What follows belongs to an exercise in optimizing a design on an open flow for small area; a production flow would make more cautious choices.
At most, simulation tests tie the RTL to the original design; equivalence was not proved.
Only the layout flow was run in run 1; the RTL was not checked for function there.
Power figures rest on the tool's default switching activity, not on a simulated workload.

[flow/design.v]
module rld_block (
    input  wire        clk,
    input  wire        rst,
    input  wire        host_we,
    input  wire [4:0]  host_addr,
    input  wire [16:0] host_wdata,
    output reg  [16:0] host_rdata,
    output wire        busy,
    output reg         mem_req,
    output reg         mem_we,
    output wire [15:0] mem_addr,
    output wire [7:0]  mem_wdata,
    input  wire        mem_gnt,
    input  wire [7:0]  mem_rdata,
    output wire [7:0]  xlat_idx,
    input  wire [7:0]  xlat_data
);
    localparam [5:0]
        IDLE = 6'd0,
        S1   = 6'd1,  S4   = 6'd2,  S4B  = 6'd3,  S5   = 6'd4,  I2   = 6'd5,
        FH   = 6'd6,  CAP  = 6'd7,  ENDC = 6'd8,  F_DST = 6'd9,
        NB   = 6'd10, CCHK = 6'd11, CRD  = 6'd12, CDAT = 6'd13, DLUT = 6'd14,
        DFIX = 6'd15, VCHK = 6'd16, VRD  = 6'd17, VDAT = 6'd18,
        DCHK = 6'd19, DRD  = 6'd20, DDAT = 6'd21, INC  = 6'd22, OUTL = 6'd23,
        DEC  = 6'd24,
        LA   = 6'd25, LB1  = 6'd26, LB2  = 6'd27, LC   = 6'd28, LD   = 6'd29,
        Q1   = 6'd30, Q2   = 6'd31, Q3   = 6'd32, Q4   = 6'd33, Q5   = 6'd34,
        Q7   = 6'd35, Q8   = 6'd36, Q9   = 6'd37, Q10  = 6'd38, Q11  = 6'd39,
        Q14  = 6'd40,
        M1   = 6'd41, M2   = 6'd42, M3   = 6'd43, M4   = 6'd44, RS1  = 6'd45,
        RS2  = 6'd46, RD   = 6'd47, WR   = 6'd48, SI   = 6'd49, PD   = 6'd50,
        R1   = 6'd51, R2   = 6'd52, N1   = 6'd53, N2   = 6'd54, N3   = 6'd55,
        N4   = 6'd56;
    localparam [4:0] A_ZERO = 5'h00, A_SRC = 5'h06,
                     A_SEND = 5'h07, A_DST = 5'h08, A_DCAP = 5'h09,
                     A_COUNT = 5'h0A, A_WIDTH = 5'h0B, A_HEIGHT = 5'h0C,
                     A_TMSRC = 5'h0D, A_CLSRC = 5'h0E, A_CDST = 5'h0F,
                     A_VPW = 5'h10, A_VPH = 5'h11, A_DSTRIDE = 5'h12,
                     A_DROW = 5'h13, A_VPHHI = 5'h14, A_COUNT8 = 5'h15,
                     A_CNT = 5'h16, A_MEMRD = 5'h17, A_REM = 5'h1C;
    localparam [2:0] X_ZERO = 3'd0, X_P1 = 3'd1, X_P2 = 3'd2, X_ONES = 3'd3,
                     X_SRC = 3'd4;
    reg [16:0] src_r, send_r, dst_r, dcap_r, tmsrc_r, clsrc_r, cdst_r;
    reg [15:0] count_r;
    reg [7:0]  width_r, height_r, vpw_r, vph_r, dstride_r, drow_r;
    reg [1:0]  ctrl_r;
    reg [7:0]  data_r;
    reg [7:0]  dict_r [0:3];
    reg [5:0]  rem_r;
    reg        mode_r;
    reg [7:0]  latch_r;
    reg        inited_r;
    reg [2:0]  errcode_r;    
    reg [16:0] p2_r;         
    wire       err = |errcode_r;
    reg [5:0]  state;
    reg [16:0] p1_r;         
    reg [15:0] cnt_r;        
    assign busy = (state != IDLE);
    wire [2:0] cmd3     = errcode_r;
    wire       is_next  = (cmd3 == 3'd2);
    wire       is_skip8 = (cmd3 == 3'd3);
    wire       is_fill  = (cmd3 == 3'd5) || (cmd3 == 3'd6);
    wire       is_init  = (cmd3 == 3'd1);
    wire       is_proj  = (cmd3 == 3'd7) || (cmd3 == 3'd0);
    wire       plane    = (cmd3 == 3'd0);    
    reg [2:0] xsel;
    reg [4:0] ysel;
    reg       yinv, cin;
    always @(*) begin
        xsel = X_ZERO; ysel = A_ZERO; yinv = 1'b0; cin = 1'b0;
        case (state)
            S1:   begin ysel = is_skip8 ? A_COUNT8 : is_next ? A_ZERO : A_COUNT; cin = is_next; end
            S4:   begin xsel = X_P1; yinv = 1'b1; end
            S4B, F_DST: begin ysel = A_DST; end
            S5:   begin ysel = A_SEND; end
            I2:   begin xsel = X_ONES; end
            FH:   begin ysel = A_HEIGHT; end
            CAP:  begin xsel = X_P1; ysel = A_DCAP; yinv = 1'b1; end
            ENDC: begin xsel = X_P1; ysel = A_DST; end
            NB, DFIX: begin xsel = X_ONES; ysel = A_REM; end
            CCHK, VCHK, DCHK: begin xsel = X_P2; ysel = A_SRC; yinv = 1'b1; end
            CRD, VRD, DRD, INC: begin xsel = X_SRC; cin = 1'b1; end
            DLUT: begin ysel = {3'b110, mode_r, rem_r[5]}; end
            CDAT, VDAT: begin ysel = A_MEMRD; end
            DDAT, OUTL, WR: begin xsel = X_P1; cin = 1'b1; end
            RD, SI: begin xsel = X_P2; cin = 1'b1; end
            DEC, LA, LC, PD: begin xsel = X_ONES; ysel = A_CNT; end
            LB1:  begin xsel = X_P1; ysel = is_proj ? A_DSTRIDE : A_WIDTH; end
            LB2:  begin xsel = X_P2; ysel = A_WIDTH; end
            LD:   begin xsel = X_P1; ysel = A_DSTRIDE; end
            Q1:   begin ysel = A_VPH; end
            Q2:   begin xsel = X_P1; ysel = A_HEIGHT; yinv = 1'b1; end
            Q3, Q7: begin ysel = A_VPW; end
            Q4:   begin xsel = X_P1; ysel = A_WIDTH; yinv = 1'b1; end
            Q5:   begin xsel = X_P1; ysel = A_DSTRIDE; yinv = 1'b1; end
            Q8:   begin xsel = X_ONES; ysel = A_VPH; end
            M3:   begin xsel = X_ONES; ysel = A_VPHHI; end
            Q9:   begin ysel = A_DROW; end
            Q10:  begin xsel = X_P2; ysel = A_TMSRC; end
            Q11:  begin xsel = X_P2; ysel = A_CLSRC; end
            Q14:  begin xsel = X_P1; ysel = A_CDST; end
            M1:   begin xsel = X_P2; ysel = A_TMSRC; end
            M2:   begin xsel = X_P1; ysel = A_DST; end
            M4:   begin xsel = X_ONES; ysel = A_VPW; end
            RS1:  begin xsel = X_P2; ysel = A_VPW; yinv = 1'b1; cin = 1'b1; end
            RS2:  begin xsel = X_P1; ysel = A_VPW; yinv = 1'b1; cin = 1'b1; end
            R1:   begin xsel = X_P2; ysel = A_WIDTH; yinv = ~plane; cin = ~plane; end
            R2:   begin xsel = X_P1; ysel = A_DSTRIDE; yinv = ~plane; cin = ~plane; end
            N1:   begin xsel = X_P2; ysel = A_TMSRC; yinv = 1'b1; cin = 1'b1; end
            N2:   begin xsel = X_P2; ysel = A_CLSRC; end
            N3:   begin xsel = X_P1; ysel = A_DST; yinv = 1'b1; cin = 1'b1; end
            N4:   begin xsel = X_P1; ysel = A_CDST; end
            default: ;
        endcase
    end
    wire [4:0] rsel = busy ? ysel : host_addr;
    always @(*) begin
        case (rsel)
            5'h01: host_rdata = {13'd0, mode_r, inited_r, err, 1'b0};
            5'h02: host_rdata = {14'd0, errcode_r};
            5'h03: host_rdata = p2_r;
            5'h04: host_rdata = {15'd0, ctrl_r};
            5'h05: host_rdata = {9'd0, data_r};
            5'h06: host_rdata = src_r;
            5'h07: host_rdata = send_r;
            5'h08: host_rdata = dst_r;
            5'h09: host_rdata = dcap_r;
            5'h0A: host_rdata = {1'b0, count_r};
            5'h0B: host_rdata = {9'd0, width_r};
            5'h0C: host_rdata = {9'd0, height_r};
            5'h0D: host_rdata = tmsrc_r;
            5'h0E: host_rdata = clsrc_r;
            5'h0F: host_rdata = cdst_r;
            5'h10: host_rdata = {9'd0, vpw_r};
            5'h11: host_rdata = {9'd0, vph_r};
            5'h12: host_rdata = {9'd0, dstride_r};
            5'h13: host_rdata = {9'd0, drow_r};
            5'h15: host_rdata = busy ? {9'd0, count_r[7:0]} : 17'd0;
            5'h14: host_rdata = busy ? {1'b0, vph_r, 8'd0} : 17'd0;
            5'h16: host_rdata = busy ? {1'b0, cnt_r} : 17'd0;
            5'h17: host_rdata = busy ? {9'd0, mem_rdata} : 17'd0;
            5'h18: host_rdata = {9'd0, dict_r[0]};
            5'h19: host_rdata = {9'd0, dict_r[1]};
            5'h1A: host_rdata = {9'd0, dict_r[2]};
            5'h1B: host_rdata = {9'd0, dict_r[3]};
            5'h1C: host_rdata = {11'd0, rem_r};
            5'h1D: host_rdata = {9'd0, latch_r};
            default: host_rdata = 17'd0;
        endcase
    end
    reg  [16:0] xv;
    always @(*) begin
        case (xsel)
            X_P1:   xv = p1_r;
            X_P2:   xv = p2_r;
            X_ONES: xv = {17{1'b1}};
            X_SRC:  xv = src_r;
            default: xv = 17'd0;
        endcase
    end
    wire [16:0] yv    = host_rdata ^ {17{yinv}};
    reg  [16:0] bk_p, bk_g;
    integer bi, bj;
    always @(*) begin
        bk_p = xv ^ yv;
        bk_g = xv & yv;
        bk_g[0] = bk_g[0] | (bk_p[0] & cin);
        for (bi = 1; bi <= 5; bi = bi + 1)
            for (bj = 2**bi - 1; bj < 17; bj = bj + 2**bi) begin
                bk_g[bj] = bk_g[bj] | (bk_p[bj] & bk_g[bj - 2**(bi-1)]);
                bk_p[bj] = bk_p[bj] & bk_p[bj - 2**(bi-1)];
            end
        for (bi = 5; bi > 0; bi = bi - 1)
            for (bj = 2**bi + 2**(bi-1) - 1; bj < 17; bj = bj + 2**bi) begin
                bk_g[bj] = bk_g[bj] | (bk_p[bj] & bk_g[bj - 2**(bi-1)]);
                bk_p[bj] = bk_p[bj] & bk_p[bj - 2**(bi-1)];
            end
    end
    wire [17:0] sum = {bk_g[16], (xv ^ yv) ^ {bk_g[15:0], cin}};
    wire [16:0] s     = sum[16:0];
    wire        carry = sum[17];
    wire        big   = carry | (s[16] & (|s[15:0]));      
    wire        src_ok = carry & ~src_r[16];                 
    assign mem_addr  = xv[15:0];
    assign xlat_idx  = mem_rdata;
    assign mem_wdata = (state == OUTL) ? latch_r :
                       (plane && ctrl_r[1] && state == WR) ? xlat_data : mem_rdata;
    always @(*) begin
        mem_req = 1'b0;
        mem_we  = 1'b0;
        case (state)
            CRD, VRD, DRD, RD: mem_req = 1'b1;
            DDAT, OUTL: begin mem_req = is_fill; mem_we = 1'b1; end
            WR: begin mem_req = 1'b1; mem_we = 1'b1; end
            default: ;
        endcase
    end
    wire [7:0] cmd_in = host_wdata[7:0];
    wire       win_empty = (vpw_r == 8'd0) || (vph_r == 8'd0);
    wire [16:0] wd  = host_wdata & {17{~rst}};
    wire        hw  = host_we | rst;
    always @(posedge clk) begin
        if (hw && (rst || host_addr == 5'h04)) ctrl_r    <= wd[1:0];
        if (hw && (rst || host_addr == 5'h07)) send_r    <= wd;
        if (hw && (rst || host_addr == 5'h08)) dst_r     <= wd;
        if (hw && (rst || host_addr == 5'h09)) dcap_r    <= wd;
        if (hw && (rst || host_addr == 5'h0A)) count_r   <= wd[15:0];
        if (hw && (rst || host_addr == 5'h0B)) width_r   <= wd[7:0];
        if (hw && (rst || host_addr == 5'h0C)) height_r  <= wd[7:0];
        if (hw && (rst || host_addr == 5'h0D)) tmsrc_r   <= wd;
        if (hw && (rst || host_addr == 5'h0E)) clsrc_r   <= wd;
        if (hw && (rst || host_addr == 5'h0F)) cdst_r    <= wd;
        if (hw && (rst || host_addr == 5'h10)) vpw_r     <= wd[7:0];
        if (hw && (rst || host_addr == 5'h11)) vph_r     <= wd[7:0];
        if (hw && (rst || host_addr == 5'h12)) dstride_r <= wd[7:0];
        if (hw && (rst || host_addr == 5'h13)) drow_r    <= {wd[7:1], wd[0] | rst};
    end
    always @(posedge clk) begin
        if (state == DDAT && is_init)
            dict_r[~cnt_r[1:0]] <= mem_rdata;
        if ((state == DDAT || state == OUTL) && is_next)
            data_r <= mem_wdata;
        if (state == DLUT || state == VDAT)
            latch_r <= host_rdata[7:0];
    end
    always @(posedge clk) begin
        case (state)
            IDLE: if (host_we && host_addr == 5'h00) begin
                p1_r  <= s;      
            end
            S1, S4B, LB1, LD, Q1, Q3, M2, RS2, R2, N3, N4: p1_r <= s;
            DDAT, OUTL, WR: if (mem_gnt) p1_r <= s;
            default: ;
        endcase
        case (state)
            I2, S4, FH, Q8, Q9, DEC, LA, LC, PD, M3: cnt_r <= s[15:0];
            M4: cnt_r[7:0] <= s[7:0];
            default: ;
        endcase
    end
    always @(posedge clk) begin
        if (rst) begin
            src_r     <= 17'd0;
            rem_r     <= 6'd0;
            mode_r    <= 1'b0;
            inited_r  <= 1'b0;
            errcode_r <= 3'd0;
            p2_r      <= 17'd0;
            state     <= IDLE;
        end else begin
            if (host_we && host_addr == 5'h06)
                src_r <= host_wdata;
            case (state)
            IDLE: begin
                if (host_we && host_addr == 5'h00) begin
                    if (cmd_in == 8'h0F) begin
                        errcode_r <= 3'd0;
                        p2_r      <= 17'd0;
                        inited_r  <= 1'b0;
                        rem_r     <= 6'd0;
                        mode_r    <= 1'b0;
                    end else if (err) begin
                    end else if (cmd_in > 8'h07) begin
                        errcode_r <= 3'd7;
                    end else if (cmd_in == 8'h01) begin
                        inited_r  <= 1'b0;
                        errcode_r <= 3'd1;
                        state     <= I2;
                    end else if (cmd_in == 8'h07) begin
                        errcode_r <= 3'd7;
                        state     <= Q1;
                    end else if (cmd_in != 8'h00) begin
                        errcode_r <= inited_r ? cmd_in[2:0] : 3'd5;
                        if (!inited_r)
                            ;
                        else if (cmd_in == 8'h06)
                            state <= FH;
                        else
                            state <= state + 6'd1;
                    end
                end
            end
            S1: state <= is_fill ? CAP : S4;
            CAP: state <= carry ? F_DST : ENDC;                  
            ENDC: begin                                          
                if (big) begin
                    errcode_r <= 3'd2;
                    p2_r      <= host_rdata;
                    state     <= IDLE;
                end else begin
                    state <= is_proj ? Q14 : S4;
                end
            end
            F_DST: begin errcode_r <= 3'd2; p2_r <= s; state <= IDLE; end
            S4: if (carry) state <= S4B; else begin errcode_r <= 3'd0; state <= IDLE; end
            S4B: state <= state + 6'd1;
            I2: state <= S5;
            S5: begin
                p2_r  <= s;
                state <= is_init ? DCHK : NB;
            end
            FH: state <= LA;
            NB: begin
                if (rem_r != 6'd0) begin
                    rem_r <= s[5:0];
                    state <= mode_r ? OUTL : DCHK;
                end else begin
                    state <= state + 6'd1;
                end
            end
            CCHK, VCHK, DCHK: begin
                if (src_ok) begin
                    state <= state + 6'd1;
                end else begin
                    if (state == VCHK) rem_r <= 6'd0;
                    errcode_r <= 3'd1;
                    p2_r      <= host_rdata;
                    state     <= IDLE;
                end
            end
            CRD, VRD: if (mem_gnt) begin
                src_r <= s;
                state <= state + 6'd1;
            end
            DRD: if (mem_gnt) begin
                if (!is_fill) src_r <= s;
                state <= state + 6'd1;
            end
            CDAT: begin
                rem_r <= s[5:0];
                if (mem_rdata[7]) begin
                    mode_r <= mem_rdata[6];      
                    state  <= DLUT;
                end else if (mem_rdata[6]) begin
                    state <= VCHK;
                end else begin
                    mode_r <= 1'b0;
                    state  <= DCHK;
                end
            end
            DLUT: state <= state + 6'd1;
            DFIX: begin rem_r <= {1'b0, s[4:0]}; mode_r <= 1'b1; state <= OUTL; end
            VDAT: begin mode_r <= 1'b1; state <= OUTL; end
            DDAT: begin
                if (!is_fill) state <= DEC;
                else if (mem_gnt) state <= state + 6'd1;
                else state <= DRD;
            end
            INC:  begin src_r <= s; state <= DEC; end
            OUTL: if (!is_fill || mem_gnt) state <= state + 6'd1;
            DEC: begin
                if (!carry || (is_init && cnt_r[1:0] == 2'd0)) begin
                    if (is_init) begin
                        rem_r    <= 6'd0;
                        mode_r   <= 1'b0;
                        inited_r <= 1'b1;
                    end
                    p2_r      <= 17'd0;
                    errcode_r <= 3'd0;
                    state     <= IDLE;
                end else begin
                    state <= is_init ? DCHK : NB;
                end
            end
            LA:  state <= carry ? LB1 : (is_proj ? Q9 : CAP);
            LB1: state <= is_proj ? LB2 : LA;
            LB2: begin p2_r <= s; state <= LA; end
            LC:  state <= carry ? LD : Q10;
            LD:  state <= LC;
            Q1: state <= state + 6'd1;
            Q2: if (carry) begin errcode_r <= 3'd6; state <= IDLE; end else state <= state + 6'd1;
            Q3: state <= state + 6'd1;
            Q4: if (carry) begin errcode_r <= 3'd6; state <= IDLE; end else state <= state + 6'd1;
            Q5: begin
                if (carry) begin errcode_r <= 3'd6; state <= IDLE; end
                else if (win_empty) begin errcode_r <= 3'd0; state <= IDLE; end
                else state <= state + 6'd1;
            end
            Q7: begin p2_r <= s; state <= state + 6'd1; end
            Q8: state <= LA;
            Q9: state <= LC;
            Q10, Q11: begin
                if (big && (state == Q10 || ctrl_r[0])) begin
                    errcode_r <= 3'd6;
                    p2_r      <= host_rdata;
                    state     <= IDLE;
                end else begin
                    state <= (state == Q10) ? Q11 : CAP;
                end
            end
            Q14: begin
                if (big && ctrl_r[0]) begin
                    errcode_r <= 3'd2;
                    p2_r      <= host_rdata;
                    state     <= IDLE;
                end else begin
                    state <= state + 6'd1;
                end
            end
            M1: begin p2_r <= s; state <= state + 6'd1; end
            M2: state <= state + 6'd1;
            M3: state <= state + 6'd1;
            M4: state <= state + 6'd1;
            RS1: begin p2_r <= s; state <= state + 6'd1; end
            RS2: state <= state + 6'd1;
            RD: if (mem_gnt) state <= state + 6'd1;
            WR: state <= mem_gnt ? SI : RD;
            SI: begin p2_r <= s; state <= state + 6'd1; end
            PD: begin
                if (!carry) begin
                    if (!plane && ctrl_r[0]) begin
                        errcode_r <= 3'd0;           
                        state     <= N1;
                    end else begin
                        p2_r      <= 17'd0;
                        errcode_r <= 3'd0;
                        state     <= IDLE;
                    end
                end else begin
                    state <= (cnt_r[7:0] == 8'd0) ? R1 : RD;
                end
            end
            R1: begin p2_r <= s; state <= state + 6'd1; end
            R2: state <= M4;
            N1: begin p2_r <= s; state <= state + 6'd1; end
            N2: begin p2_r <= s; state <= state + 6'd1; end
            N3: state <= state + 6'd1;
            N4: state <= M3;
            default: state <= IDLE;
            endcase
        end
    end
endmodule
[flow/flow/run.sh]
#!/bin/bash
# Standard layout with extra ORFS settings: synthesis buffers are removed at
# floorplan (timing repair re-adds what is needed), ports are buffered with
# the smallest buffer cell, and clock tree synthesis adds no dummy loads.
set -euo pipefail
bash standard.sh REMOVE_ABC_BUFFERS=1 \
  "BUFFER_PORTS_ARGS=-buffer_cell sky130_fd_sc_hd__buf_1" \
  "CTS_ARGS=-sink_clustering_enable -repair_clock_nets -sink_clustering_size 15 -sink_clustering_max_diameter 60 -buf_list sky130_fd_sc_hd__clkbuf_8 -dont_use_dummy_load" \
  finish > standard_flow.log 2>&1
[flow/config.mk]
export PLATFORM = sky130hd
export DESIGN_NAME = rld_block
export DESIGN_NICKNAME = rld_block
export VERILOG_FILES = /design/flow/design.v
export SDC_FILE = /design/flow/constraint.sdc
export NUM_CORES = 4
export LEC_CHECK = 0
export CAP_MARGIN = 20
export CORE_MARGIN = 2
export CORE_UTILIZATION = 55
export GPL_TIMING_DRIVEN = 0
export SLEW_MARGIN = 20
[flow/constraint.sdc]
create_clock -name core_clock -period 11.0 [get_ports {clk}]
set_input_delay 2.2000 -clock core_clock [delete_from_list [all_inputs] [get_ports {clk}]]
set_output_delay 2.2000 -clock core_clock [all_outputs]
set_load 0.01 [all_outputs]
[flow/standard.sh]
#!/bin/bash
# synth_recipe.tcl (not shown) runs the flow's synth.tcl, then flattens the netlist and writes it again
# the make line also repeats each setting of config.mk as NAME=value (left out here)
make -C /OpenROAD-flow-scripts/flow DESIGN_CONFIG=/design/flow/config.mk WORK_HOME=/design/flow/orfs CLKGATE_MAP_FILE= SYNTH_SCRIPT=/design/flow/synth_recipe.tcl "${@:-finish}"
==> results of run 1 <==
[how the worst max path moves through the flow]
stage / end / slack [ns]
global route: p2_r[15] / -0.006
floorplan: p2_r[11] / -0.19
finish: p2_r[11] / 0.29
detailed placement: p2_r[6] / -2.77
global placement: p2_r[12] / -6.47
CTS: p2_r[15] / 0.008
[tightest hold or removal path, cell delays in order (launching register included)]
cell and delay, ns:
dfxtp_1 0.35, a21oi_1 0.07, nor2_1 0.07
[stage by stage]
step                      cells  setup TNS (ns)  power, mW
after floorplan            1520           -1.91       2.02
after global placement     2009         -229.45       2.47
after detailed placement   2028          -61.72       2.51
after CTS                  2066               0       3.12
after global routing       2072         -0.0102       3.27
final                      2073               0       3.19
[synth_stat cells, types with 20 or more instances]
library cell    n
a21o_1         23
a21oi_1       115
a22o_1         34
a22oi_1        58
buf_2          33
clkbuf_1       69
dfxtp_1        51
edfxtp_1      249
inv_1          22
mux2i_1        20
nand2_1       141
nand2b_1       22
nand3_1        62
nand4_1        22
nor2_1        126
nor2b_1        36
nor3_1         30
nor3b_1        23
o21ai_0        87
xor2_1         23
[per-layer routing]
layer  vias up  part of all wire  wire length (µm)
met1      7404              0.39             26300
met2      1168              0.42             28500
met4         2             0.056              3760
met3       202              0.13              8870
met5         -           0.00022                15
li1       6403                 -                 -
[final cells by class]
type | instances | area, µm²
Timing Repair Buffer | 129 | 785
Fill cell | 2633 | 12100
Inverter | 23 | 88.8
Multi-Input combinational cell | 1197 | 8090
Clock buffer | 27 | 372
Sequential cell | 300 | 8500
Antenna cell | 1 | 2.50
Tap cell | 396 | 495
[logic make-up after synthesis]
family	synth area share
adders and majority gates	0.0251
AOI/OAI and AO/OA	0.217
muxes	0.0151
buffers and inverters	0.0397
xor gates and xnor gates	0.0155
DFF	0.502
and+or+nand+nor	0.186
[power groups by stage]
stage          Sequential, mW  Combinational, mW  Clock (mW)
2_1_floorplan            1.40              0.625           0
3_3_place_gp             1.42               1.05           0
3_5_place_dp             1.42               1.09           0
4_1_cts                  1.39               1.14       0.588
5_1_grt                  1.40               1.25       0.622
6_report                 1.40               1.21       0.588
[timing repair]
action	CTS	global route
resized for setup	21	15
buffers inserted	11	6
pin swaps	2	3
gates cloned	0	0
setup endpoints to repair	34	32
==> impl_results.md, run 1 <==
- Status: finished clean
- Initial antenna violation count: 2
- Placer's final routability congestion estimate: approximately 1.0
- Worst EP required: between 10 and 15 ns
- Post-detailed-route via-to-cell ratio: about 7.3
- CP bufs+invs: 4
- DRT Wirelength: a little under 70 mm
- Yosys top cell by area: edfxtp_1
- Die H: 179 µm
- Avg Inst Size Synth: just over 10 µm²
- LEAKAGE: 6.27 nW
- Synth async-reset ratio: 0
- WHS Path Cells: 2
- Starting Density: 0.556
- CP max-delay cell: or4_1
- CTS Root Cell: clkbuf_8
- TritonCTS sink count: 300
- Syn Inst Count: 1648
- Comb pwr share: 0.378
- Via count: between 15000 and 20000
- Fin area: 18300 µm²
- Synth-to-layout area growth: 8.28%
- Mapped cell area: 16900 µm²
- Post-layout min period: 10.71 ns
- Net switching power figure: between 1 and 1.5 mW
- Fmax: a little over 90 MHz
- CP endpoint kind: flip-flop
- Worst-Skew Late Latency: ~0.65 ns
- Slowest stage delay, CP: 0.68 ns
- Final HPWL DP: 48.0 mm
- Internal power: 1.91 mW
- Commonest non-fill, non-tap cells in the layout: edfxtp_1 (249), nand2_1 (140), nor2_1 (122), a21oi_1 (112), buf_1 (92)
- GR peak layer: met2
- Post-route DRC: 0
- Layout cell share with drive strength beyond 1: 0.101
- Io pins: 94
- Place WS: -2.77 ns
- Fin Hold WS: 0.530 ns
- Final core occ: 0.603
- Worst Setup SP: state[1]
- Tcrit/Tclk final: 0.974
- Rel. slew slack: 0.198
- Wirelength per Cell: ~33 µm
- Vias in the first global route: between 10000 and 15000
- Max-Cap Viols: 0
- EDFF count, synth: 249
- R2R setup slack: between 0.2 and 0.3 ns
- Die area: about 32000 µm²
- Endpoints failing hold: 0
- Grt ovf: 0
- Maximum fanout along the worst path: 34
- Met3 usage: 0.0847
- Placed Area: 17700 µm²
- Pin count of the biggest net entering global routing: 47
- Antenna Violating Nets Remaining: 0
- Global-route wire length before repair: ~96 mm
- Launching point of the worst reg2reg path: state[1]
- Synth top area cells: edfxtp_1 (44%), dfxtp_1 (6.0%), a21oi_1 (3.4%)
- Final #Nets: between 1500 and 2000
- Row count: 64
- Worst hold start: rem_r[2]
- Met1 usage: 0.581
- Most common cell after layout, fill and taps aside: edfxtp_1
- H-tree depth: 1
- Cts bufs inserted: 27
- CP delay by family, top: compound AO/OA/AOI/OAI gates
- Worst path most repeated cell: a21o_1
- Max FFs per register: 32
- WP data arrival: roughly 11 ns
- Worst hold path type: reg2reg
- CTS hold repair buffers: 0
- Yosys warns: 1
- Yosys top cell area share: 0.442
- Skew final: approximately 0.086 ns
- Least-Margin Pin Slew: 1.20 ns
- Clock slew at reported path FFs: roughly 0.10 ns
- Worst reg2reg endpoint: p2_r[11]
- Yosys reg bits: 300
- Core area: 30400 µm²
- Worst Hold Path EP: rem_r[2]
- Length of the first detailed-routing pass in iterations: 6
- Final setup viols: 0
- CP Depth: 35
- Path depth of the worst reg2reg path: 35
- Clock share of power: 0.184
- Port bufs: 93
- Predominant post-synthesis flop cell: edfxtp_1
- Min setup slack post-route: approximately 0.29 ns
- Crit start category: flip-flop
- Total track usage: 0.405
- Sequential Power Share: 0.438
- Met2 GRT Util: 0.590
- WS Path Type: reg2reg
- Initial DRC Count: ~2500
- Max-slew violation count: 0
- Switching part of the total power: 0.401
- Peak supply drop: roughly 0.00013 V
- Cell area power density: 174 nW/µm²
- TritonCTS clock tree: done
- Clk buf depth: 3
- Chip width: between 150 and 200 µm
- Synth cell types: 95
- Sequential fraction of the synthesis area: 0.502
==> run 2: changes to the inputs <==
--- a/flow/design.v
+++ b/flow/design.v
@@ -21,3 +21,3 @@
         FH   = 6'd6,  CAP  = 6'd7,  ENDC = 6'd8,  F_DST = 6'd9,
-        NB   = 6'd10, CCHK = 6'd11, CRD  = 6'd12, CDAT = 6'd13, DLUT = 6'd14,
+        CCHK = 6'd11, CRD  = 6'd12, CDAT = 6'd13, DLUT = 6'd14,
         DFIX = 6'd15, VCHK = 6'd16, VRD  = 6'd17, VDAT = 6'd18,
@@ -32,3 +32,4 @@
         R1   = 6'd51, R2   = 6'd52, N1   = 6'd53, N2   = 6'd54, N3   = 6'd55,
-        N4   = 6'd56;
+        N4   = 6'd56,
+        F_SRC = 6'd57, F_TM = 6'd58, F_CL = 6'd59, F_CDST = 6'd60;
     localparam [4:0] A_ZERO = 5'h00, A_SRC = 5'h06,
@@ -73,4 +74,8 @@
             S1:   begin ysel = is_skip8 ? A_COUNT8 : is_next ? A_ZERO : A_COUNT; cin = is_next; end
-            S4:   begin xsel = X_P1; yinv = 1'b1; end
+            S4:   begin xsel = X_P1; end
             S4B, F_DST: begin ysel = A_DST; end
+            F_SRC:  begin ysel = A_SRC; end
+            F_TM:   begin ysel = A_TMSRC; end
+            F_CL:   begin ysel = A_CLSRC; end
+            F_CDST: begin ysel = A_CDST; end
             S5:   begin ysel = A_SEND; end
@@ -80,3 +85,3 @@
             ENDC: begin xsel = X_P1; ysel = A_DST; end
-            NB, DFIX: begin xsel = X_ONES; ysel = A_REM; end
+            DFIX: begin xsel = X_ONES; ysel = A_REM; end
             CCHK, VCHK, DCHK: begin xsel = X_P2; ysel = A_SRC; yinv = 1'b1; end
@@ -86,3 +91,4 @@
             DDAT, OUTL, WR: begin xsel = X_P1; cin = 1'b1; end
-            RD, SI: begin xsel = X_P2; cin = 1'b1; end
+            RD:   begin xsel = X_P2; cin = 1'b1; end
+            SI:   begin xsel = X_P2; yinv = 1'b1; end
             DEC, LA, LC, PD: begin xsel = X_ONES; ysel = A_CNT; end
@@ -220,3 +226,3 @@
         if (state == DDAT && is_init)
-            dict_r[~cnt_r[1:0]] <= mem_rdata;
+            dict_r[{~(cnt_r[1] ^ cnt_r[0]), cnt_r[0]}] <= mem_rdata;
         if ((state == DDAT || state == OUTL) && is_next)
@@ -286,12 +292,8 @@
             ENDC: begin                                          
-                if (big) begin
-                    errcode_r <= 3'd2;
-                    p2_r      <= host_rdata;
-                    state     <= IDLE;
-                end else begin
-                    state <= is_proj ? Q14 : S4;
-                end
+                state <= big ? F_DST : is_proj ? Q14 : S4;
             end
-            F_DST: begin errcode_r <= 3'd2; p2_r <= s; state <= IDLE; end
-            S4: if (carry) state <= S4B; else begin errcode_r <= 3'd0; state <= IDLE; end
+            F_DST, F_CDST: begin errcode_r <= 3'd2; p2_r <= s; state <= IDLE; end
+            F_SRC:         begin errcode_r <= 3'd1; p2_r <= s; state <= IDLE; end
+            F_TM, F_CL:    begin errcode_r <= 3'd6; p2_r <= s; state <= IDLE; end
+            S4: state <= S4B;
             S4B: state <= state + 6'd1;
@@ -300,13 +302,5 @@
                 p2_r  <= s;
-                state <= is_init ? DCHK : NB;
+                state <= DEC;
             end
             FH: state <= LA;
-            NB: begin
-                if (rem_r != 6'd0) begin
-                    rem_r <= s[5:0];
-                    state <= mode_r ? OUTL : DCHK;
-                end else begin
-                    state <= state + 6'd1;
-                end
-            end
             CCHK, VCHK, DCHK: begin
@@ -316,5 +310,3 @@
                     if (state == VCHK) rem_r <= 6'd0;
-                    errcode_r <= 3'd1;
-                    p2_r      <= host_rdata;
-                    state     <= IDLE;
+                    state <= F_SRC;
                 end
@@ -352,3 +344,3 @@
             DEC: begin
-                if (!carry || (is_init && cnt_r[1:0] == 2'd0)) begin
+                if (!carry || (is_init && !cnt_r[2])) begin
                     if (is_init) begin
@@ -361,4 +353,9 @@
                     state     <= IDLE;
+                end else if (is_init) begin
+                    state <= DCHK;
+                end else if (rem_r != 6'd0) begin
+                    rem_r <= rem_r - 6'd1;
+                    state <= mode_r ? OUTL : DCHK;
                 end else begin
-                    state <= is_init ? DCHK : NB;
+                    state <= CCHK;
                 end
@@ -384,5 +381,3 @@
                 if (big && (state == Q10 || ctrl_r[0])) begin
-                    errcode_r <= 3'd6;
-                    p2_r      <= host_rdata;
-                    state     <= IDLE;
+                    state <= (state == Q10) ? F_TM : F_CL;
                 end else begin
@@ -393,5 +388,3 @@
                 if (big && ctrl_r[0]) begin
-                    errcode_r <= 3'd2;
-                    p2_r      <= host_rdata;
-                    state     <= IDLE;
+                    state <= F_CDST;
                 end else begin
@@ -406,5 +399,5 @@
             RS2: state <= state + 6'd1;
-            RD: if (mem_gnt) state <= state + 6'd1;
-            WR: state <= mem_gnt ? SI : RD;
-            SI: begin p2_r <= s; state <= state + 6'd1; end
+            RD: if (mem_gnt) begin p2_r <= s; state <= WR; end
+            WR: state <= mem_gnt ? PD : SI;
+            SI: begin p2_r <= s; state <= RD; end
             PD: begin
--- a/flow/config.mk
+++ b/flow/config.mk
@@ -9,3 +9,3 @@
 export CORE_MARGIN = 2
-export CORE_UTILIZATION = 55
+export CORE_UTILIZATION = 45
 export GPL_TIMING_DRIVEN = 0
==> run 2 against run 1 <==
Against the previous run: still clean; maximum frequency increased by 2.5%; critical path depth decreased by 1; hold slack improved by 0.038 ns; critical path type unchanged; critical endpoint is now state[3]; largest cell class unchanged; highest routed layer is now met4.
==> impl_results.md, run 2 <==
- Rel. slew slack: 0.110 (-0.0877)
- Post-route DRC: 0 (unchanged)
- WP data arrival: 10.84 ns (-0.42 ns)
- Commonest cells post-synth: edfxtp_1 (249), nor2_1 (189), nand2_1 (147), a21oi_1 (112), a22oi_1 (81)
- Final core occ: 0.502 (-0.100)
- Endpoints failing hold: 0 (unchanged)
- Avg Inst Size Synth: 10.1 µm² (-1.3%)
- RSZ-0062 raised after global routing: no
- Slowest stage delay, CP: 1.05 ns (+0.37 ns)
- Max-Cap Viols: 0 (unchanged)
- TritonCTS clock tree: done
- Initial antenna violation count: 1 (-1)
- Maximum fanout along the worst path: 24 (-29%)
- DRT Wirelength: 68.3 mm (+1.2%)
- Fmax: 95.7 MHz (+2.5%)
- CTS Root Cell: clkbuf_8
- Die area: 38300 µm² (+19%)
- H-tree depth: 1 (unchanged)
- CP bufs+invs: 3 (-1)
- Antenna Violating Nets Remaining: 0 (unchanged)
- Core area: 36400 µm² (+20%)
- LEAKAGE: 6.45 nW (+2.8%)
- Post-route met1 wirelength: 27.2 mm (+3.4%)
- WS Path Type: reg2reg
- Cts bufs inserted: 29 (+7.4%)
- Synth-to-layout area growth: 10.6%
- Final HPWL DP: 49.6 mm (+3.4%)
- CP endpoint kind: flip-flop
- Synth top area cells: edfxtp_1 (45%), dfxtp_1 (6.2%), nor2_1 (4.3%)
- Cell area power density: 345 nW/µm² (+98%)
- Commonest non-fill, non-tap cells in the layout: edfxtp_1 (249), nor2_1 (177), nand2_1 (147), a21oi_1 (112), buf_1 (92)
- Yosys top cell by area: edfxtp_1
- Layout cell share with drive strength beyond 1: 0.103 (+0.00245)
- CP delay by family, top: compound AO/OA/AOI/OAI gates
- Synth cell types: 92 (-3.2%)
- Global-route wire length before repair: 97.6 mm (+1.3%)
- Die H: 196 µm (+9.1%)
- Clk buf depth: 3 (unchanged)
- Final setup viols: 0 (unchanged)
- Io pins: 94 (unchanged)
- Crit start category: flip-flop
- Sequential fraction of the synthesis area: 0.513 (+0.0115)
- Post-detailed-route via-to-cell ratio: 6.80 (-7.1%)
- Least-Margin Pin Slew: 1.33 ns (+0.129 ns)
- Worst-Skew Late Latency: 0.66 ns (about the same)
- Initial DRC Count: 1974 (-21%)
- Skew final: 0.0994 ns (+0.0135 ns)
- Syn Inst Count: 1633 (-0.91%)
- Grt ovf: 0 (unchanged)
- Max FFs per register: 32 (unchanged)
- EDFF count, synth: 249 (unchanged)
- Top Layer Used: met4
- Predominant post-synthesis flop cell: edfxtp_1
- Fillers: 3408 (+29%)
- Mapped cell area: 16600 µm² (-2.2%)
- Row count: 70 (+9.4%)
- Worst path most repeated cell: a21o_1
- CP max-delay cell: nor4_2
- Status: finished clean
- Length of the first detailed-routing pass in iterations: 8 (+2)
- Tcrit/Tclk final: 0.950 (-0.0239)
- TNS Setup: 0 ns (unchanged)
- Cell with the most instances after synthesis: edfxtp_1
- Peak supply drop: 0.000165 V (+23%)
- Synth async-reset ratio: 0 (unchanged)
- Clock slew at reported path FFs: 0.09 ns (about the same)
- Max-slew violation count: 0 (unchanged)
- CTS hold repair buffers: 0 (unchanged)
- Worst EP required: 11.39 ns (-0.16 ns)
- Worst hold path type: reg2reg
- Wirelength per Cell: 31.4 µm (-3.5%)
- Yosys top cell area share: 0.452 (+0.0101)
- Yosys reg bits: 300 (unchanged)
- Post-layout min period: 10.45 ns (-0.263 ns)
- TritonCTS sink count: 300 (unchanged)
- Final #Nets: 1777 (+1.7%)
- Chip width: 196 µm (+9.1%)
- Port bufs: 93 (unchanged)
- Via count: 14800 (-2.6%)
- Most common cell after layout, fill and taps aside: edfxtp_1
- Tot Pwr: 6.31 mW (+98%)
- Starting Density: 0.454 (-0.102)
- Vias in the first global route: 13800 (-0.52%)
- DR WL met2: 29.5 mm (+3.4%)
- Total track usage: 0.351 (-0.0542)
- Pin count of the biggest net entering global routing: 44 (-6.4%)
- Yosys warns: 1 (unchanged)
- Met3 wire len: 8.21 mm (-7.4%)
- Placer's final routability congestion estimate: 0.988 (-1.3%)
run 2: worst min-delay path: cells and delay by family (launching register included):
family	cells	cell delay [ns]
AND/OR/NAND/NOR	1	0.11
flip-flops	1	0.36
AO/OA/AOI/OAI	1	0.05
run 2: worst paths after layout:
| path | from | endpoint | slack, ns | cells after the start |
|---|---|---|---|---|
| worst max-delay path | state[0] | state[3] | 0.55 | 34 |
| worst min-delay path | rem_r[1] | rem_r[1] | 0.57 | 2 |
| worst max register to register | state[0] | state[3] | 0.55 | 34 |
| worst min register to register | rem_r[1] | rem_r[1] | 0.57 | 2 |
run 2: cell type report:
| cell class | instances | area, µm² | share of cell area |
|---|---|---|---|
| inverters | 42 | 161 | 0.00882 |
| well taps | 468 | 586 | 0.0320 |
| clock buffers | 29 | 399 | 0.0218 |
| diodes | 2 | 5.00 | 0.000273 |
| flip-flops and latches | 300 | 8500 | 0.465 |
| multi-input cells | 1186 | 7670 | 0.419 |
| repair buffers | 146 | 968 | 0.0529 |
| repair inverters | 1 | 5.00 | 0.000273 |
run 2: repair_timing:
item / 4_1_cts / 5_1_grt
buffers inserted: 0 / 15
endpoints found under the setup margin: 33 / 33
cloned: 0 / 1
resized for setup: 9 / 12
pin swaps: 1 / 5
run 2: kinds of logic after synthesis:
kind of cell | Yosys count | synth area share
AOI/OAI and AO/OA | 451 | 0.189
and+or+nand+nor | 640 | 0.194
muxes | 33 | 0.0207
xor gates and xnor gates | 33 | 0.0175
DFF | 300 | 0.513
adders and majority gates | 29 | 0.0265
buffers and inverters | 147 | 0.0395
run 2: stage by stage:
step                cell area, µm²  setup slack [ns]  hold slack, ns  cells
floorplan                    16100              1.05           0.476   1528
global route                 18300            0.0126           0.621   2172
global placement             17000             -3.20           0.508   2089
finish                       18300             0.551           0.568   2174
CTS                          18100            0.0142           0.540   2155
detailed placement           17600            -0.710           0.512   2126
run 2: power by group:
part | leakage [nW] | switching, mW | internal [mW]
clock | 0.209 | 0.368 | 0.233
combinational | 3.46 | 2.79 | 1.24
sequential | 2.78 | 0.127 | 1.55
total | 6.45 | 3.29 | 3.02
run 2: routing by layer:
layer | GRT usage | vias to the layer above
met5 | 0 | -
li1 | - | 6339
met2 | 0.527 | 1032
met4 | 0.144 | 0
met3 | 0.0770 | 191
met1 | 0.493 | 7220
==> run 3: changes to the inputs <==
--- a/flow/config.mk
+++ b/flow/config.mk
@@ -9,3 +9,3 @@
 export CORE_MARGIN = 2
-export CORE_UTILIZATION = 45
+export CORE_UTILIZATION = 55
 export GPL_TIMING_DRIVEN = 0
==> run 3 against run 2 <==
Against the previous run: still clean; first-iteration DRC count up 26%; non-clock buffer count down 15; critical path depth up 2; core utilization up 10 points; sequential power about the same; register-to-register slack worse by 0.17 ns; routed wire length down 4.6%; area after synthesis unchanged; critical path type unchanged.
==> impl_results.md, run 3 <==
- Peak supply drop: 0.000191 V (+16%)
- H-tree depth: 1 (unchanged)
- Worst hold start: state[1]
- Total track usage: 0.408 (+0.0570)
- Post-detailed-route via-to-cell ratio: 7.16 (+5.3%)
- Io pins: 94 (unchanged)
- Net switching power figure: 3.25 mW (-1.2%)
- Synth async-reset ratio: 0 (unchanged)
- RSZ-0062 raised after global routing: no
- Via count: 14900 (+0.72%)
- Yosys top cell by area: edfxtp_1
- Post-layout min period: 10.61 ns (+0.166 ns)
- Clock slew at reported path FFs: 0.08 ns (about the same)
- Final HPWL DP: 47.1 mm (-5.0%)
- Fmax: 94.2 MHz (-1.6%)
- Crit start category: flip-flop
- Commonest non-fill, non-tap cells in the layout: edfxtp_1 (249), nor2_1 (177), nand2_1 (147), a21oi_1 (112), buf_1 (92)
- Worst Hold Path EP: state[1]
- Post-route DRC: 0 (unchanged)
- Row count: 63 (-10%)
- Mapped cell area: 16600 µm² (unchanged)
- Fin Hold WS: 0.556 ns (-0.0127 ns)
- Cts bufs inserted: 28 (-3.4%)
- Tcrit/Tclk final: 0.965 (+0.0150)
- Die area: 31500 µm² (-18%)
- Cell with the most instances after synthesis: edfxtp_1
- Switching part of the total power: 0.527 (+0.00566)
- Most common cell after layout, fill and taps aside: edfxtp_1
- WS Path Type: reg2reg
- Max-Cap Viols: 0 (unchanged)
- Max-slew violation count: 0 (unchanged)
- Initial DRC Count: 2489 (+26%)
- Port bufs: 93 (unchanged)
- Least-Margin Pin Slew: 1.26 ns (-0.0712 ns)
- Chip width: 177 µm (-9.4%)
- Slowest stage delay, CP: 0.65 ns (-0.40 ns)
- Endpoints failing hold: 0 (unchanged)
- Vias in the first global route: 13600 (-1.7%)
- Skew final: 0.121 ns (+0.0220 ns)
- WHS Path Cells: 2 (unchanged)
- Avg Inst Size Synth: 10.1 µm² (unchanged)
- CTS Root Cell: clkbuf_8
- Synth cell types: 92 (unchanged)
- Syn Inst Count: 1633 (unchanged)
- Synth-to-layout area growth: 8.41%
- EDFF count, synth: 249 (unchanged)
- Final #Nets: 1762 (-0.84%)
- Worst hold path type: reg2reg
- Final setup viols: 0 (unchanged)
- Worst EP required: 11.40 ns (about the same)
- Sequential Power Share: 0.275 (+0.009)
- Clk buf depth: 3 (unchanged)
- Fillers: 2549 (-25%)
- Sequential fraction of the synthesis area: 0.513 (unchanged)
- TritonCTS clock tree: done
- Initial antenna violation count: 1 (unchanged)
- Max FFs per register: 32 (unchanged)
- Synth top area cells: edfxtp_1 (45%), dfxtp_1 (6.2%), nor2_1 (4.3%)
- Grt ovf: 0 (unchanged)
- Status: finished clean
- Non-filler cells, final: 2079 (-4.4%)
- Wirelength per Cell: 31.3 µm (-0.24%)
- Clock share of power: 0.095 (about the same)
- Yosys warns: 1 (unchanged)
- Worst path most repeated cell: a21o_1
- Worst reg2reg endpoint: state[0]
- TritonCTS sink count: 300 (unchanged)
- Comb pwr share: 0.630 (-0.009)
- Worst-Skew Late Latency: 0.65 ns (about the same)
- Die H: 177 µm (-9.4%)
- Path depth of the worst reg2reg path: 36 (+5.9%)
- DRT Wirelength: 65.1 mm (-4.6%)
- Yosys top cell area share: 0.452 (unchanged)
- Commonest cells post-synth: edfxtp_1 (249), nor2_1 (189), nand2_1 (147), a21oi_1 (112), a22oi_1 (81)
- WP data arrival: 11.01 ns (+0.17 ns)
- Cell area power density: 343 nW/µm² (-0.33%)
- Launching point of the worst reg2reg path: state[0]
- LEAKAGE: 6.34 nW (-1.7%)
- R2R setup slack: 0.39 ns (-0.17 ns)
- Antenna Violating Nets Remaining: 0 (unchanged)
- Internal power: 2.92 mW (-3.4%)
- Predominant post-synthesis flop cell: edfxtp_1
- Pin count of the biggest net entering global routing: 45 (+2.3%)
- CP endpoint kind: flip-flop
- Placer's final routability congestion estimate: 1.01 (+2.6%)
- Post-Place Cells: 2041 (-4.0%)
- Length of the first detailed-routing pass in iterations: 6 (-2)
- Maximum fanout along the worst path: 25 (+4.2%)
- Rel. slew slack: 0.159 (+0.0493)
- Global-route wire length before repair: 92.6 mm (-5.1%)
- Layout cell share with drive strength beyond 1: 0.0935 (-0.00974)
- Inserted Diodes: 0 (-2)
- Yosys reg bits: 300 (unchanged)
- Core area: 29600 µm² (-19%)
- Starting Density: 0.559 (+0.104)
- CP max-delay cell: or4_1
==> run 3: cell counts after synthesis <==
No cell type changed its count.
==> run 3: area by class of cell <==
type                    count  area (µm²)  area share
flip-flops and latches    300        8510       0.474
multi-input cells        1187        7630       0.425
repair buffers            131         769      0.0429
well taps                 390         488      0.0272
clock buffers              28         385      0.0215
inverters                  42         161     0.00899
repair inverters            1        5.00    0.000279
==> run 3: worst max path at each step <==
| stage | startpoint | end |
|---|---|---|
| 2_1_floorplan | state[5] | p2_r[1] |
| 3_3_place_gp | state[5] | p2_r[2] |
| 3_5_place_dp | host_addr[1] | state[0] |
| 4_1_cts | state[0] | state[0] |
| 5_1_grt | state[1] | state[0] |
| 6_report | state[0] | state[0] |
==> run 3: logic make-up after synthesis <==
group                    synth area share
AND/OR/NAND/NOR                     0.194
AO/OA/AOI/OAI                       0.189
flip-flops                          0.513
buffers and inverters              0.0395
XOR/XNOR                           0.0175
multiplexers                       0.0207
adder cells (fa/ha/maj)            0.0265
==> run 3: through the flow <==
stage	cell area, µm²	TNS (ns)	worst slack (ns)	util	power (mW)
6_report	17900	0	0.385	0.606	6.16
5_1_grt	17900	0	0.0408	0.606	6.36
4_1_cts	17800	0	0.00415	0.602	5.95
3_5_place_dp	17400	-6.36	-0.490	0.587	5.31
3_3_place_gp	16900	-78.18	-2.70	0.570	5.16
2_1_floorplan	16100	0	1.05	-	3.80
==> run 3: power by group through the flow <==
stage	clock network, mW	registers [mW]	logic, mW
2_1_floorplan	0	1.65	2.15
3_3_place_gp	0	1.72	3.44
3_5_place_dp	0	1.71	3.60
4_1_cts	0.582	1.68	3.68
5_1_grt	0.615	1.70	4.05
6_report	0.588	1.69	3.88
==> run 3: critical path, delay by kind of cell (launching register included) <==
kind	cells	cell delay (ns)
fa+ha+maj	4	1.69
xor+xnor	1	0.27
compound gates	16	3.54
flops	1	0.39
buf+inv	4	0.99
simple gates	11	3.53
==> run 3: metal layers <==
layer	vias to the layer above	global-route usage	wire length (µm)
li1	6310	-	-
met1	7241	0.571	25000
met2	1109	0.600	28000
met3	226	0.0962	8350
met4	2	0.191	3780
met5	-	0	13
==> run 3: timing repair <==
action                     CTS  global route
setup endpoints to repair   26            33
hold buffers                 0             0
gates resized for setup     11             8
pin swaps                    1             1
buffers inserted             2             5
cloned                       2             0
==> run 4: changes to the inputs <==
--- a/flow/design.v
+++ b/flow/design.v
@@ -22,3 +22,3 @@
         CCHK = 6'd11, CRD  = 6'd12, CDAT = 6'd13, DLUT = 6'd14,
-        DFIX = 6'd15, VCHK = 6'd16, VRD  = 6'd17, VDAT = 6'd18,
+        VCHK = 6'd16, VRD  = 6'd17, VDAT = 6'd18,
         DCHK = 6'd19, DRD  = 6'd20, DDAT = 6'd21, INC  = 6'd22, OUTL = 6'd23,
@@ -85,3 +85,2 @@
             ENDC: begin xsel = X_P1; ysel = A_DST; end
-            DFIX: begin xsel = X_ONES; ysel = A_REM; end
             CCHK, VCHK, DCHK: begin xsel = X_P2; ysel = A_SRC; yinv = 1'b1; end
@@ -205,2 +204,3 @@
     wire [7:0] cmd_in = host_wdata[7:0];
+    wire [5:0] rem_dec = rem_r - 6'd1;
     wire       win_empty = (vpw_r == 8'd0) || (vph_r == 8'd0);
@@ -333,4 +333,3 @@
             end
-            DLUT: state <= state + 6'd1;
-            DFIX: begin rem_r <= {1'b0, s[4:0]}; mode_r <= 1'b1; state <= OUTL; end
+            DLUT: begin rem_r <= {1'b0, rem_dec[4:0]}; mode_r <= 1'b1; state <= OUTL; end
             VDAT: begin mode_r <= 1'b1; state <= OUTL; end
@@ -356,3 +355,3 @@
                 end else if (rem_r != 6'd0) begin
-                    rem_r <= rem_r - 6'd1;
+                    rem_r <= rem_dec;
                     state <= mode_r ? OUTL : DCHK;
==> run 4 against run 3 <==
Against the previous run: still clean; combinational power fell by 86%; setup slack gained 0.084 ns; sequential share of layout area grew 0.52 points; global-route usage down 1.7 points; die area decreased by 1.1%; via count is 4.8% lower; critical path type unchanged; critical endpoint is now rem_r[2]; largest power group is now registers.
==> impl_results.md, run 4 <==
- Final #Nets: 1658 (-5.9%)
- TritonCTS clock tree: done
- Initial antenna violation count: 2 (+1)
- Min setup slack post-route: 0.469 ns (+0.0841 ns)
- Yosys warns: 1 (unchanged)
- TritonCTS sink count: 300 (unchanged)
- H-tree depth: 1 (unchanged)
- Non-filler cells, final: 1976 (-5.0%)
- Tcrit/Tclk final: 0.957 (-0.00765)
- Least-Margin Pin Slew: 1.13 ns (-0.131 ns)
- Max FFs per register: 32 (unchanged)
- Cell area power density: 139 nW/µm² (-60%)
- Die area: 31200 µm² (-1.1%)
- Cell with the most instances after synthesis: edfxtp_1
- Commonest non-fill, non-tap cells in the layout: edfxtp_1 (249), nor2_1 (136), nand2_1 (129), buf_1 (92), a21oi_1 (90)
- Initial DRC Count: 2378 (-4.5%)
- Most common cell after layout, fill and taps aside: edfxtp_1
- Maximum fanout along the worst path: 26 (+4.0%)
- Synth async-reset ratio: 0 (unchanged)
- Worst-Skew Late Latency: 0.65 ns (about the same)
- WS Path Type: reg2reg
- Yosys top cell by area: edfxtp_1
- Length of the first detailed-routing pass in iterations: 8 (+2)
- Post-detailed-route via-to-cell ratio: 7.17 (+0.12%)
- Global-route wire length before repair: 88.7 mm (-4.2%)
- LEAKAGE: 6.25 nW (-1.4%)
- Core area: 29500 µm² (-0.53%)
- Max-slew violation count: 0 (unchanged)
- Crit start category: flip-flop
- EDFF count, synth: 249 (unchanged)
- Mapped cell area: 16400 µm² (-1.1%)
- Predominant post-synthesis flop cell: edfxtp_1
- Pin count of the biggest net entering global routing: 47 (+4.4%)
- CTS Root Cell: clkbuf_8
- Starting Density: 0.555 (-0.00325)
- Post-layout min period: 10.53 ns (-0.0841 ns)
- Layout cell share with drive strength beyond 1: 0.0959 (+0.00235)
- Place WS: -1.35 ns (-0.863 ns)
- Fillers: 2491 (-2.3%)
- Chip width: 177 µm (-0.54%)
- Syn Inst Count: 1532 (-6.2%)
- Io pins: 94 (unchanged)
- Clk buf depth: 3 (unchanged)
- Final HPWL DP: 44.8 mm (-5.0%)
- Yosys reg bits: 300 (unchanged)
- Post-Place Cells: 1937 (-5.1%)
- Placer's final routability congestion estimate: 0.964 (-4.9%)
- Clock slew at reported path FFs: 0.08 ns (about the same)
- Die H: 177 µm (-0.54%)
- Status: finished clean
- Skew final: 0.157 ns (+0.0358 ns)
- Wirelength per Cell: 31.2 µm (-0.36%)
- Fmax: 95.0 MHz (+0.80%)
- Final setup viols: 0 (unchanged)
- Synth-to-layout area growth: 8.45% (about the same)
- Peak supply drop: 0.000131 V (-31%)
- Worst EP required: 11.43 ns (+0.03 ns)
- Via count: 14200 (-4.8%)
- Post-route DRC: 0 (unchanged)
- Endpoints failing hold: 0 (unchanged)
- Worst hold path type: reg2reg
- Row count: 63 (unchanged)
- Avg Inst Size Synth: 10.7 µm² (+5.4%)
- Antenna Violating Nets Remaining: 0 (unchanged)
- Max-Cap Viols: 0 (unchanged)
- Rel. slew slack: 0.245 (+0.0855)
- Slowest stage delay, CP: 0.62 ns (-0.03 ns)
- Sequential fraction of the synthesis area: 0.519 (+0.00577)
- Total track usage: 0.391 (-0.0165)
- Tot Pwr: 2.46 mW (-60%)
- CP max-delay cell: ha_2
- CP endpoint kind: flip-flop
- Commonest cells post-synth: edfxtp_1 (249), nor2_1 (141), nand2_1 (129), a21oi_1 (91), a22oi_1 (69)
- Grt ovf: 0 (unchanged)
- Synth top area cells: edfxtp_1 (46%), dfxtp_1 (6.2%), nor2_1 (3.2%)
- Worst path most repeated cell: a21o_1
- Synth cell types: 92 (unchanged)
- Yosys top cell area share: 0.457 (+0.00507)
- WP data arrival: 10.96 ns (-0.05 ns)
- DRT Wirelength: 61.7 mm (-5.3%)
- Vias in the first global route: 13200 (-2.8%)
- Cts bufs inserted: 28 (unchanged)
- Port bufs: 93 (unchanged)
-- run 4: changes by cell type in the layout (fill, tap and decap cells not counted), sizes merged, moves of 12 or more --
cell	delta
a21oi	-21
nand4	-13
nor3	-15
nand2	-20
a222oi	+12
nor4	+13
o21ai	-13
a22o	+15
nor2	-47
-- run 4: final cells by class --
type	count	area [µm²]	area share
repair buffers	130	758	0.0427
inverters	30	113	0.00634
clock buffers	28	385	0.0217
multi-input cells	1097	7500	0.423
flip-flops and latches	300	8510	0.479
diodes	1	2.50	0.000141
well taps	390	488	0.0275
-- run 4: per-stage QoR --
| step | TNS, ns | cell area, µm² | utilization | hold slack [ns] |
|---|---|---|---|---|
| after floorplan | 0 | 15900 | - | 0.464 |
| after global placement | -66.56 | 16700 | 0.566 | 0.496 |
| after detailed placement | -28.12 | 17100 | 0.582 | 0.507 |
| after CTS | 0 | 17600 | 0.596 | 0.516 |
| after global routing | -0.00752 | 17800 | 0.602 | 0.562 |
| final | 0 | 17800 | 0.602 | 0.523 |
-- run 4: kinds of logic after synthesis --
| kind of cell | Yosys count | share of synthesized area |
|---|---|---|
| and+or+nand+nor | 555 | 0.179 |
| DFF | 300 | 0.519 |
| xor gates and xnor gates | 35 | 0.0192 |
| muxes | 34 | 0.0209 |
| AOI/OAI and AO/OA | 443 | 0.196 |
| adders and majority gates | 29 | 0.0268 |
| buffers and inverters | 136 | 0.0383 |
-- run 4: repair_timing --
action                     in CTS  in global routing
buffers inserted                0                  9
gates cloned                    1                  0
setup endpoints to repair      34                 30
gates resized for setup         8                 17
pin swaps                       1                  2
hold buffers                    0                  0
-- run 4: where the power goes --
part | switching, mW | leakage, nW | internal (mW) | total (mW)
clock | 0.360 | 0.201 | 0.225 | 0.586
combinational | 0.382 | 3.27 | 0.149 | 0.531
sequential | 0.0327 | 2.77 | 1.31 | 1.35
-- run 4: final timing paths --
kind                  from        to  slack, ns  depth (start not counted)
setup / recovery  state[0]  rem_r[2]       0.47                         33
hold / removal    inited_r  inited_r       0.52                          2
setup reg to reg  state[0]  rem_r[2]       0.47                         33
hold reg to reg   inited_r  inited_r       0.52                          2
-- run 4: critical path: cells and delay by family, from the launching register on --
family	cells	cell delay, ns
AOI/OAI and AO/OA	16	3.98
and+or+nand+nor	12	3.86
adders and majority gates	3	1.44
DFF	1	0.46
xor gates and xnor gates	1	0.43
buffers and inverters	1	0.23
-- run 4: routing by layer --
layer	vias up	wire length [µm]	GRT usage
met5	-	0	0
met2	1047	26800	0.590
met3	165	7360	0.0758
met4	0	2850	0.150
li1	6020	-	-
met1	6936	24600	0.561
==> run 5: changes to the inputs <==
--- a/flow/config.mk
+++ b/flow/config.mk
@@ -9,3 +9,3 @@
 export CORE_MARGIN = 2
-export CORE_UTILIZATION = 55
+export CORE_UTILIZATION = 62
 export GPL_TIMING_DRIVEN = 0
==> run 5 against run 4 <==
Against the previous run: clock-buffer cell count shrank 2; area after synthesis did not move; first-iteration DRC count up 4.4%; combinational power decreased by 2%; routed wire length fell by 3.6%; synthesized cell count is the same; non-clock buffer count shrank 4; critical path depth fell by 1; clock power shrank 3%; global-route usage rose by 2.9 points; maximum frequency down 1.2%; critical path type unchanged; highest routed layer unchanged.
==> impl_results.md, run 5 <==
- Status: finished clean
- Final setup viols: 0 (unchanged)
- Die H: 166 µm (-5.7%)
- TritonCTS clock tree: done
- Commonest non-fill, non-tap cells in the layout: edfxtp_1 (249), nor2_1 (137), nand2_1 (128), buf_1 (92), a21oi_1 (90)
- WS Path Type: reg2reg
- Syn Inst Count: 1532 (unchanged)
- Yosys reg bits: 300 (unchanged)
- TritonCTS sink count: 300 (unchanged)
- Slowest stage delay, CP: 0.68 ns (+0.06 ns)
- Rel. slew slack: 0.183 (-0.0618)
- Row count: 59 (-6.3%)
- Synth cell types: 92 (unchanged)
- Cell area power density: 138 nW/µm² (-0.30%)
- Post-detailed-route via-to-cell ratio: 7.49 (+4.4%)
- Layout cell share with drive strength beyond 1: 0.0906 (-0.00534)
- Placed Area: 17100 µm² (-0.44%)
- Avg Inst Size Synth: 10.7 µm² (unchanged)
- Pin count of the biggest net entering global routing: 48 (+2.1%)
- Post-layout min period: 10.66 ns (+0.132 ns)
- Final HPWL DP: 42.8 mm (-4.6%)
- Global-route wire length before repair: 86.8 mm (-2.1%)
- Fmax: 93.8 MHz (-1.2%)
- Min setup slack post-route: 0.337 ns (-0.132 ns)
- Synth top area cells: edfxtp_1 (46%), dfxtp_1 (6.2%), nor2_1 (3.2%)
- Commonest cells post-synth: edfxtp_1 (249), nor2_1 (141), nand2_1 (129), a21oi_1 (91), a22oi_1 (69)
- Yosys top cell area share: 0.457 (unchanged)
- Top Layer Used: met4
- CP max-delay cell: ha_2
- Initial DRC Count: 2482 (+4.4%)
- Io pins: 94 (unchanged)
- Skew final: 0.142 ns (-0.0151 ns)
- Peak supply drop: 0.000143 V (+9.5%)
- Most common cell after layout, fill and taps aside: edfxtp_1
- CTS hold repair buffers: 0 (unchanged)
- Clock slew at reported path FFs: 0.10 ns (+0.02 ns)
- Fin Hold WS: 0.531 ns (+0.00804 ns)
- Antenna Violating Nets Remaining: 0 (unchanged)
- Maximum fanout along the worst path: 32 (+23%)
- Endpoints failing hold: 0 (unchanged)
- Length of the first detailed-routing pass in iterations: 8 (unchanged)
- Vias in the first global route: 13300 (+0.56%)
- Chip width: 166 µm (-5.7%)
- CP endpoint kind: flip-flop
- Final #Nets: 1652 (-0.36%)
- Final core occ: 0.677 (+0.0743)
- Fillers: 2041 (-18%)
- EDFF count, synth: 249 (unchanged)
- Yosys top cell by area: edfxtp_1
- Predominant post-synthesis flop cell: edfxtp_1
- Worst path most repeated cell: a21o_1
- DR WL met2: 25.5 mm (-5.0%)
- Starting Density: 0.630 (+0.0747)
- Total track usage: 0.420 (+0.0287)
- Tcrit/Tclk final: 0.969 (+0.0120)
- Wirelength per Cell: 31.0 µm (-0.54%)
- Mapped cell area: 16400 µm² (unchanged)
- Synth-to-layout area growth: 7.38%
- Max-Cap Viols: 0 (unchanged)
- Port bufs: 93 (unchanged)
- Post-Place Cells: 1880 (-2.9%)
- DRT Wirelength: 59.4 mm (-3.6%)
- Max FFs per register: 32 (unchanged)
- Crit start category: flip-flop
- Via count: 14300 (+1.2%)
- Grt ovf: 0 (unchanged)
- Post-route DRC: 0 (unchanged)
- Non-filler cells, final: 1915 (-3.1%)
- CTS Root Cell: clkbuf_8
- Initial antenna violation count: 0 (-2)
- Fin area: 17600 µm² (-0.98%)
- Sequential fraction of the synthesis area: 0.519 (unchanged)
- WP data arrival: 11.12 ns (+0.16 ns)
- Clk buf depth: 3 (unchanged)
- Core area: 26000 µm² (-12%)
- Yosys warns: 1 (unchanged)
- Placer's final routability congestion estimate: 1.00 (+4.1%)
- Path depth of the worst reg2reg path: 32 (-3.0%)
- WHS Path Cells: 2 (unchanged)
- Post-route met1 wirelength: 22.7 mm (-7.8%)
- Cell with the most instances after synthesis: edfxtp_1
- Place WS: -0.837 ns (+0.516 ns)
- Worst-Skew Late Latency: 0.64 ns (about the same)
- Max-slew violation count: 0 (unchanged)
- Worst EP required: 11.45 ns (+0.02 ns)
- Worst hold path type: reg2reg
- Cts bufs inserted: 26 (-7.1%)
- Synth async-reset ratio: 0 (unchanged)
- RSZ-0062 raised after global routing: no
- Met3 wire len: 8.44 mm (+15%)
- LEAKAGE: 6.20 nW (-0.82%)
- H-tree depth: 1 (unchanged)
- Die area: 27700 µm² (-11%)
- Least-Margin Pin Slew: 1.22 ns (+0.0850 ns)
-- run 5: cell count changes in the layout (fill, tap and decap cells not counted), moves of 2 or more --
cell / before / now
buf_4: 18 / 12
buf_6: 10 / 14
ha_2: 1 / 4
ha_4: 3 / 0
buf_2: 3 / 1
clkbuf_8: 28 / 26
nor2b_1: 28 / 30
nor2b_2: 2 / 0
nor4_2: 6 / 8
nor4_4: 10 / 8
-- run 5: report_power, final --
part	switching, mW	total (mW)	internal (mW)
sequential	0.0308	1.34	1.31
combinational	0.374	0.519	0.145
clock	0.359	0.569	0.210
-- run 5: kinds of logic after synthesis --
logic type / synth area share
and+or+nand+nor: 0.179
buffers and inverters: 0.0383
adders and majority gates: 0.0268
muxes: 0.0209
DFF: 0.519
AOI/OAI and AO/OA: 0.196
xor gates and xnor gates: 0.0192
-- run 5: path summary, 6_finish.rpt --
kind | start | to | slack, ns
worst max-delay path | state[0] | rem_r[2] | 0.34
worst min-delay path | inited_r | inited_r | 0.53
worst max register to register | state[0] | rem_r[2] | 0.34
worst min register to register | inited_r | inited_r | 0.53
-- run 5: timing repair --
action	CTS	global route
gates resized for setup	6	11
gates cloned	1	0
setup endpoints to repair	33	33
buffers inserted	0	6
pin swaps	1	1
-- run 5: final cells by class --
cell class                 count  area, µm²  area share
multi-input combinational   1097       7430       0.423
timing repair buffer         126        748      0.0426
inverter                      30        113     0.00641
clock buffer                  26        358      0.0204
antenna                        1       2.50    0.000142
tap                          335        419      0.0238
sequential                   300       8510       0.484
-- run 5: routing by layer --
metal / track usage / up-vias
li1: - / 6015
met1: 0.598 / 6964
met2: 0.625 / 1163
met3: 0.109 / 195
met4: 0.160 / 0
met5: 0 / -
-- run 5: stage by stage --
stage	setup TNS, ns	power, mW
2_1_floorplan	0	1.64
3_3_place_gp	-67.84	1.83
3_5_place_dp	-20.61	1.85
4_1_cts	0	2.40
5_1_grt	0	2.49
6_report	0	2.43
-- run 5: worst max-delay path: cells and delay by family (launching register included) --
| kind | cells | cell delay [ns] |
|---|---|---|
| buf+inv | 1 | 0.17 |
| simple gates | 12 | 4.43 |
| xor+xnor | 1 | 0.45 |
| fa+ha+maj | 3 | 1.48 |
| compound gates | 15 | 3.64 |
| flops | 1 | 0.42 |

==> what the ideal ports hide <==
In the flow no input, the clock included, has a driving cell. The finished layouts below were timed again as built, in two steps. Step 1 (the two cells are an assumption about what drives the block):
set clk [get_ports {clk}]
set_driving_cell -lib_cell sky130_fd_sc_hd__clkbuf_16 $clk
set_driving_cell -lib_cell sky130_fd_sc_hd__buf_2 [delete_from_list [all_inputs] $clk]
Step 2 times the ports against the registers' clock, not the clock port: input delays grow and output delays shrink by t, the midpoint of the rising clock arrivals with the driver on. a / b / c = ideal ports / drivers / drivers and shift; a / b = the first two.
| run | t, ns | slack for setup (ns) | latest minus earliest clock arrival (ns) | pins driven straight from the clock port |
|---|---|---|---|---|
| run 1 | 0.655 | 0.288 / 0.288 / -0.281 | 0.086 / 0.086 | 1 |
| run 2 | 0.657 | 0.551 / 0.551 / 0.157 | 0.100 / 0.099 | 1 |
| run 3 | 0.640 | 0.385 / 0.385 / 0.065 | 0.121 / 0.121 | 1 |
| run 4 | 0.619 | 0.469 / 0.469 / -0.035 | 0.157 / 0.157 | 1 |
| run 5 | 0.618 | 0.337 / 0.337 / -0.047 | 0.142 / 0.142 | 1 |
Met with ideal ports but missed after step 2: setup timing in run 1, run 4 and run 5. The setup slack of run 1, which loses most, moves by 0.000 ns with the drivers and by -0.569 ns with both steps.
